Context: an optimization exercise on an open-source flow, tuned for small area. The choices shown serve that exercise and are no tape-out recipe.
The RTL was checked by simulation tests, not by an equivalence proof against the original design.
No activity file was given, so power comes from the tool's default toggle rates.

==> job 6425: inputs <==
## fcb_core
module fcb_core (
    input  wire        clk,
    input  wire        rst,
    input  wire        op_valid,
    output wire        op_ready,
    input  wire [7:0]  op_code,
    input  wire [23:0] op_arg,
    output reg         res_valid,
    output reg  [7:0]  res_code,
    output reg  [63:0] res_data,
    input  wire        rx_valid,
    output wire        rx_ready,
    input  wire [7:0]  rx_data,
    input  wire        rx_err
);
    localparam [7:0]  ACK      = 8'h06;
    localparam [7:0]  START    = 8'hF2;
    localparam [7:0]  END_MARK = 8'h03;
    localparam [7:0]  PMT      = 8'h50;
    localparam [31:0] CRC_POLY = 32'hEDB88320;
    localparam [4:0] K_C20 = 5'b00000, K_W   = 5'b00001, K_C22 = 5'b00010, K_C23 = 5'b00011,
                     K_C24 = 5'b00100, K_C25 = 5'b00101, K_B   = 5'b00110, K_PMT = 5'b00111,
                     K_F2  = 5'b01000, K_F1  = 5'b01001, K_C00 = 5'b01010, K_L   = 5'b01011,
                     K_DS  = 5'b01100, K_03  = 5'b01101, K_SWL = 5'b01110, K_SWH = 5'b01111,
                     K_R0  = 5'b10000, K_BCC = 5'b10001, K_CRC = 5'b10010, K_N   = 5'b10011,
                     K_AS  = 5'b10100, K_R5  = 5'b10101, K_R6  = 5'b10110, K_R7  = 5'b10111,
                     K_R8  = 5'b11000, K_R9  = 5'b11001, K_BRV = 5'b11010, K_DEC = 5'b11011,
                     K_FL  = 5'b11100, K_ST  = 5'b11101, K_ER  = 5'b11110, K_AD  = 5'b11111;
    reg [7:0]  a2 [0:1];          
    reg [7:0]  s2 [0:1];          
  ...
Settings: LEC_CHECK=0, ABC_AREA=1, CAP_MARGIN=20, CORE_MARGIN=2, CORE_UTILIZATION=65, SLEW_MARGIN=20; clock period 10.0 ns.
standard.sh (not shown) runs the stock make flow with config.mk's settings and CLKGATE_MAP_FILE= SYNTH_SCRIPT=/design/flow/synth_recipe.tcl, a recipe that flattens the netlist after the stock synthesis.
==> flow/flow/run.sh <==
#!/bin/bash
# The standard layout (standard.sh) with three changes:
# - synthesis maps logic with a stronger ABC area script (three rounds of
#   choice computation, area-oriented mapping and don't-care resynthesis);
#   registers are mapped before ABC runs, so they are the standard ones;
# - port buffers use the smallest buffer cell;
# - clock tree synthesis inserts no dummy loads.
set -euo pipefail
work=$(pwd)
rm -rf "$work/scripts"
cp -r "$FLOW_HOME/scripts" "$work/scripts"
cp "$work/flow/abc_area.script" "$work/scripts/abc_area.script"
export SCRIPTS_DIR="$work/scripts"
export BUFFER_PORTS_ARGS="-buffer_cell sky130_fd_sc_hd__buf_1"
export CTS_ARGS="-sink_clustering_enable -repair_clock_nets -dont_use_dummy_load -buf_list sky130_fd_sc_hd__clkbuf_16 -sink_clustering_size 36 -sink_clustering_max_diameter 50"
bash standard.sh > "$work/orfs_make.log" 2>&1
==> flow/flow/abc_area.script <==
strash
dch
map -a
mfs2
strash
dch
map -a
mfs2
strash
dch
map -a
topo
==> inputs of job 7849, as changes to job 6425 <==
--- a/flow/design.v
+++ b/flow/design.v
@@ -138,26 +138,26 @@
                     if (op_arg[3:0] == 4'd1) go = ub[0];
                 end
             end
             default: ;
         endcase
     end
     assign op_ready = idle & (~op_valid | go);
     wire acc = op_valid & op_ready;
-    function [31:0] crc_nib;
+    function [31:0] crc_2b;
         input [31:0] r;
-        input [3:0]  b;
+        input [1:0]  b;
         integer i;
         reg [31:0] v;
         begin
             v = r ^ {30'd0, b};
             for (i = 0; i < 2; i = i + 1)
                 v = v[0] ? ((v >> 1) ^ CRC_POLY) : (v >> 1);
-            crc_nib = v;
+            crc_2b = v;
         end
     endfunction
     wire cupd = op_valid & idle & (oc == 8'h21);
     reg [2:0] de_n;
     reg       fin;
     always @(*) begin
         de_n = de;
         fin  = 1'b0;
@@ -220,17 +220,17 @@
             nlen      <= 7'd0;
             de        <= 3'd0;
             dack      <= 1'b0;
             dec       <= 1'b0;
             res_valid <= 1'b0;
         end else begin
             res_valid <= acc & (oc != 8'h40);
             if (acc && oc == 8'h20) crc <= 32'hFFFFFFFF;
-            if (cupd) crc <= crc_nib(crc, op_arg[2*ch +: 2]);
+            if (cupd) crc <= crc_2b(crc, op_arg[2*ch +: 2]);
             if (dec) begin
                 if (rx_fire) begin
                     cnt <= fin ? {1'b0, K_DEC} : cnt + 6'd1;
                     de <= de_n;
                     if (!h0d) begin
                         dack <= ~rx_err & (rx_data == ACK);
                         dsum <= 8'h00;
                     end else begin
--- a/flow/flow/run.sh
+++ b/flow/flow/run.sh
@@ -7,10 +7,10 @@
 # - clock tree synthesis inserts no dummy loads.
 set -euo pipefail
 work=$(pwd)
 rm -rf "$work/scripts"
 cp -r "$FLOW_HOME/scripts" "$work/scripts"
 cp "$work/flow/abc_area.script" "$work/scripts/abc_area.script"
 export SCRIPTS_DIR="$work/scripts"
 export BUFFER_PORTS_ARGS="-buffer_cell sky130_fd_sc_hd__buf_1"
-export CTS_ARGS="-sink_clustering_enable -repair_clock_nets -dont_use_dummy_load -buf_list sky130_fd_sc_hd__clkbuf_16 -sink_clustering_size 36 -sink_clustering_max_diameter 50"
+export CTS_ARGS="-sink_clustering_enable -repair_clock_nets -dont_use_dummy_load -buf_list sky130_fd_sc_hd__clkbuf_16 -sink_clustering_size 30 -sink_clustering_max_diameter 80"
 bash standard.sh > "$work/orfs_make.log" 2>&1
==> comparison <==
Of job 6425 and job 7849, job 7849 has the higher sequential share of layout area (gap 0.68 points).
Area after synthesis is the same in job 6425 and job 7849.
Non-clock buffer count is the same in job 6425 and job 7849.
Of job 7849 and job 6425, job 7849 has the higher hold slack (gap 0.052 ns).

---

==> pepper: inputs <==
fcb_core, a different RTL version from the one above (not shown whole).
clock: 10.0 ns
lec_check: 0
abc_area: 1
cap_margin: 20
core_margin: 2
core_utilization: 65
slew_margin: 20
==> flow/flow/run.sh <==
#!/bin/bash
# The standard layout (standard.sh) with three changes:
# - synthesis maps logic with a stronger ABC area script (three rounds of
#   choice computation, area-oriented mapping and don't-care resynthesis);
#   registers are mapped before ABC runs, so they are the standard ones;
# - port buffers use the smallest buffer cell;
# - clock tree synthesis inserts no dummy loads.
set -euo pipefail
work=$(pwd)
rm -rf "$work/scripts"
cp -r "$FLOW_HOME/scripts" "$work/scripts"
cp "$work/flow/abc_area.script" "$work/scripts/abc_area.script"
export SCRIPTS_DIR="$work/scripts"
export BUFFER_PORTS_ARGS="-buffer_cell sky130_fd_sc_hd__buf_1"
export CTS_ARGS="-sink_clustering_enable -repair_clock_nets -dont_use_dummy_load -buf_list sky130_fd_sc_hd__clkbuf_16 -sink_clustering_size 30 -sink_clustering_max_diameter 80"
bash standard.sh > "$work/orfs_make.log" 2>&1
Scripts as last shown in full above: flow/flow/abc_area.script
==> delta: changes against pepper <==
--- a/flow/design.v
+++ b/flow/design.v
@@ -36,56 +36,55 @@
     reg [6:0]  nlen;              
     reg [7:0]  dsum;              
     reg [2:0]  de;                
     reg        dack;
     reg        pmt;               
     reg        dec;               
     reg        h0d;               
-    reg [1:0]  ch;                
+    reg        ch;                
     reg [5:0]  cnt;               
     reg [4:0]  kind;
     wire       done  = |nlen[6:3];
     wire       fail  = |de;
     wire [7:0] dcode = {3'b000, de == 3'd7, de[2] & de[1],
                         de[2] & ~de[1], de[1] & ~de[2], de[0] & ~(de[2] & de[1])};
     wire [5:0] lval  = nlen[5:0] - 6'd6;
     wire idle   = ~dec;
     wire [7:0]  oc  = op_code;
     wire [23:0] idx = op_arg;
     wire [5:0] fx  = dec ? cnt : idx[5:0];
     wire [6:0] rem = nlen - {1'b0, fx} - 7'd1;      
     wire [2:0] t3  = dec ? cnt[2:0] : (oc == 8'h42) ? idx[2:0] : 3'd4;
     wire       lo_eq = (ub[2:0] == t3);
-    wire       lo4_eq = lo_eq & (ub[3] == cnt[3]);
     wire tail  = |cnt[5:2];
     wire isend = tail & (rem[5:0] == 6'd1);
     wire ischk = tail & (rem[5:0] == 6'd0);
     wire data  = tail & (rem[5:1] != 5'd0);
     wire in_w  = ~cnt[5] & ~cnt[4] & ~(cnt[3] & cnt[2]);      
     wire needw = h0d & data & (in_w | (rem[5:2] != 4'd0));
-    assign rx_ready = dec & (~needw | (in_w ? lo_eq : lo4_eq));
+    assign rx_ready = dec & (~needw | lo_eq);
     wire rx_fire = rx_valid & rx_ready;
     wire wr      = rx_fire & needw;
-    wire [2:0] dq  = {1'b0, cnt[5:4]} - {1'b0, ub[5:4]};
-    wire [1:0] tap = dq[2] ? dq[1:0] + 2'd3 : dq[1:0];
+    wire [3:0] dq  = {1'b0, cnt[5:3]} - {1'b0, ub[5:3]};
+    wire [2:0] tap = dq[3] ? dq[2:0] + 3'd6 : dq[2:0];
     reg       go;
     reg [4:0] knext;
     wire      big_idx = (|idx[23:6]) || rem[6];
     wire      short11 = nlen < 7'd11;
     wire      short12 = nlen < 7'd12;
     wire [5:0] i6 = idx[5:0];
     wire      i_w = ~i6[5] & ~i6[4] & ~(i6[3] & i6[2]);
     always @(*) begin
         go    = 1'b1;
         knext = K_C20;
         case (oc)
             8'h10, 8'h11: knext = K_C00;
             8'h12: knext = K_BCC;
             8'h20: knext = K_C00;
-            8'h21: begin knext = K_C00; go = &ch; end
+            8'h21: begin knext = K_C00; go = ch; end
             8'h22: knext = K_CRC;
             8'h23: knext = K_BRV;
             8'h40: knext = K_DEC;
             8'h41: knext = K_N;
             8'h42: begin
                 if (!done)             knext = K_C22;
                 else if (big_idx)      knext = K_C24;
@@ -152,16 +151,16 @@
     wire acc = op_valid & op_ready;
     function [31:0] crc_nib;
         input [31:0] r;
         input [3:0]  b;
         integer i;
         reg [31:0] v;
         begin
-            v = r ^ {30'd0, b};
-            for (i = 0; i < 2; i = i + 1)
+            v = r ^ {28'd0, b};
+            for (i = 0; i < 4; i = i + 1)
                 v = v[0] ? ((v >> 1) ^ CRC_POLY) : (v >> 1);
             crc_nib = v;
         end
     endfunction
     wire cupd = op_valid & idle & (oc == 8'h21);
     reg [2:0] de_n;
     reg       fin;
@@ -200,34 +199,34 @@
             wr8[j] <= wr8[j + 1];
         wr8[7] <= wr8[0];
         for (j = 0; j < 47; j = j + 1)
             br[j] <= br[j + 1];
         br[47] <= br[0];
         if (wr && in_w)
             wr8[0] <= rx_data;
-        for (j = 0; j < 3; j = j + 1)
+        for (j = 0; j < 6; j = j + 1)
             if (wr && !in_w && tap == j)
-                br[16 * j] <= rx_data;
+                br[8 * j] <= rx_data;
         ub <= (rst || ub == 6'd59) ? 6'd12 : ub + 6'd1;
         kind <= (dec || oc == 8'h40) ? K_DEC : knext;
-        ch   <= (~rst & cupd) ? ch + 2'd1 : 2'd0;
+        ch   <= ~rst & cupd & ~ch;
         if (rst) begin
             bcc       <= 8'h00;
             crc       <= 32'hFFFFFFFF;
             nlen      <= 7'd0;
             de        <= 3'd0;
             dack      <= 1'b0;
             dec       <= 1'b0;
             res_valid <= 1'b0;
         end else begin
             res_valid <= acc & (oc != 8'h40);
             if (acc && oc == 8'h10) bcc <= 8'h00;
             if (acc && oc == 8'h11) bcc <= bcc ^ op_arg[7:0];
             if (acc && oc == 8'h20) crc <= 32'hFFFFFFFF;
-            if (cupd) crc <= crc_nib(crc, op_arg[2*ch +: 2]);
+            if (cupd) crc <= crc_nib(crc, ch ? op_arg[7:4] : op_arg[3:0]);
             if (dec) begin
                 if (rx_fire) begin
                     h0d <= 1'b1;
                     if (h0d) cnt <= cnt + 6'd1;
                     de <= de_n;
                     if (!h0d) begin
                         dack <= ~rx_err & (rx_data == ACK);
==> flow/run.sh (new file) <==
#!/bin/bash
# synth_recipe.tcl (not shown) runs the flow's synth.tcl, then flattens the netlist and writes it again
# the make line also repeats each setting of config.mk as NAME=value (left out here)
make -C /OpenROAD-flow-scripts/flow DESIGN_CONFIG=/design/flow/config.mk WORK_HOME=/design/flow/orfs CLKGATE_MAP_FILE= SYNTH_SCRIPT=/design/flow/synth_recipe.tcl finish
--- a/flow/config.mk
+++ b/flow/config.mk
@@ -5,8 +5,11 @@
 export SDC_FILE = /design/flow/constraint.sdc
 export NUM_CORES = 4
 export LEC_CHECK = 0
 export ABC_AREA = 1
 export CAP_MARGIN = 20
 export CORE_MARGIN = 2
 export CORE_UTILIZATION = 65
+export CTS_BUF_LIST = sky130_fd_sc_hd__clkbuf_16
+export CTS_CLUSTER_DIAMETER = 80
+export CTS_CLUSTER_SIZE = 30
 export SLEW_MARGIN = 20
removed: flow/flow/run.sh
removed: flow/flow/abc_area.script
removed: flow/standard.sh
==> comparison table <==
| metric | pepper | delta |
|---|---|---|
| Slew @ Worst Pin | 0.876 ns | 1.20 ns |
| Wire length on met3 | 3.48 mm | 5.29 mm |
| Part of the Yosys area used for sequential elements | 67.4% | 62.2% |
| Highest Signal Layer | met4 | met5 |
| VDD IR max | 286 uV | 114 uV |
| Fraction of area in multi-input gates | 25.8% | 29.0% |
| CTS clock-pin slew for the worst setup and hold paths | 0.10 ns | 0.12 ns |
| Result of the run | finished clean | finished clean |
| CP Capture Point | op_ready | rx_ready |
| Clock Power Share | 31.1% | 33.3% |
| Relative area of clock buffers and inverters in the final design | 3.13% | 3.65% |
| Total CTS buffers | 23 | 24 |
| Placed Instances | 2083 | 2403 |
| Pwr Density | 183 nW/um^2 | 173 nW/um^2 |
| Number of synthesized register bits | 554 | 553 |
| Number of DRC markers after the initial detailed-route iteration | 1590 | 2011 |
| Clk pwr | 1.05 mW | 1.18 mW |
| Combinational power | 0.0776 mW | 0.128 mW |
| Dpl cell area | 17800 sq um | 19700 sq um |
| Area fraction in compound gates after synthesis | 12.8% | 9.15% |
| DR vias/cell | 5.95 | 6.00 |

separate check: timing with driven ports:
Ports are ideal in the flow. The routed layouts listed here were re-timed in OpenROAD.
Step 1 sets driving cells, clkbuf_16 on the clock port and buf_2 on the other inputs (assumed; they add their load-dependent delay and slew).
Step 2, shift: input delay + t, output delay - t, t = (earliest + latest rising clock arrival at the registers) / 2. This alone moves slack from input paths to output paths.
Three values: no drivers, after step 1, after step 2; two values: the first two.
run	t, ns	setup WS [ns]	worst data-port slew with drivers (ns)
job 6425	0.623	2.838 / 2.815 / 2.815	0.08
job 7849	0.579	2.834 / 2.810 / 2.810	0.09
pepper	0.588	3.262 / 3.233 / 3.233	0.06
delta	0.611	2.387 / 2.354 / 2.354	0.06
After both steps every run listed still meets setup and hold. The setup slack of delta, which loses most, moves by -0.033 ns with the drivers and by -0.033 ns with both steps.
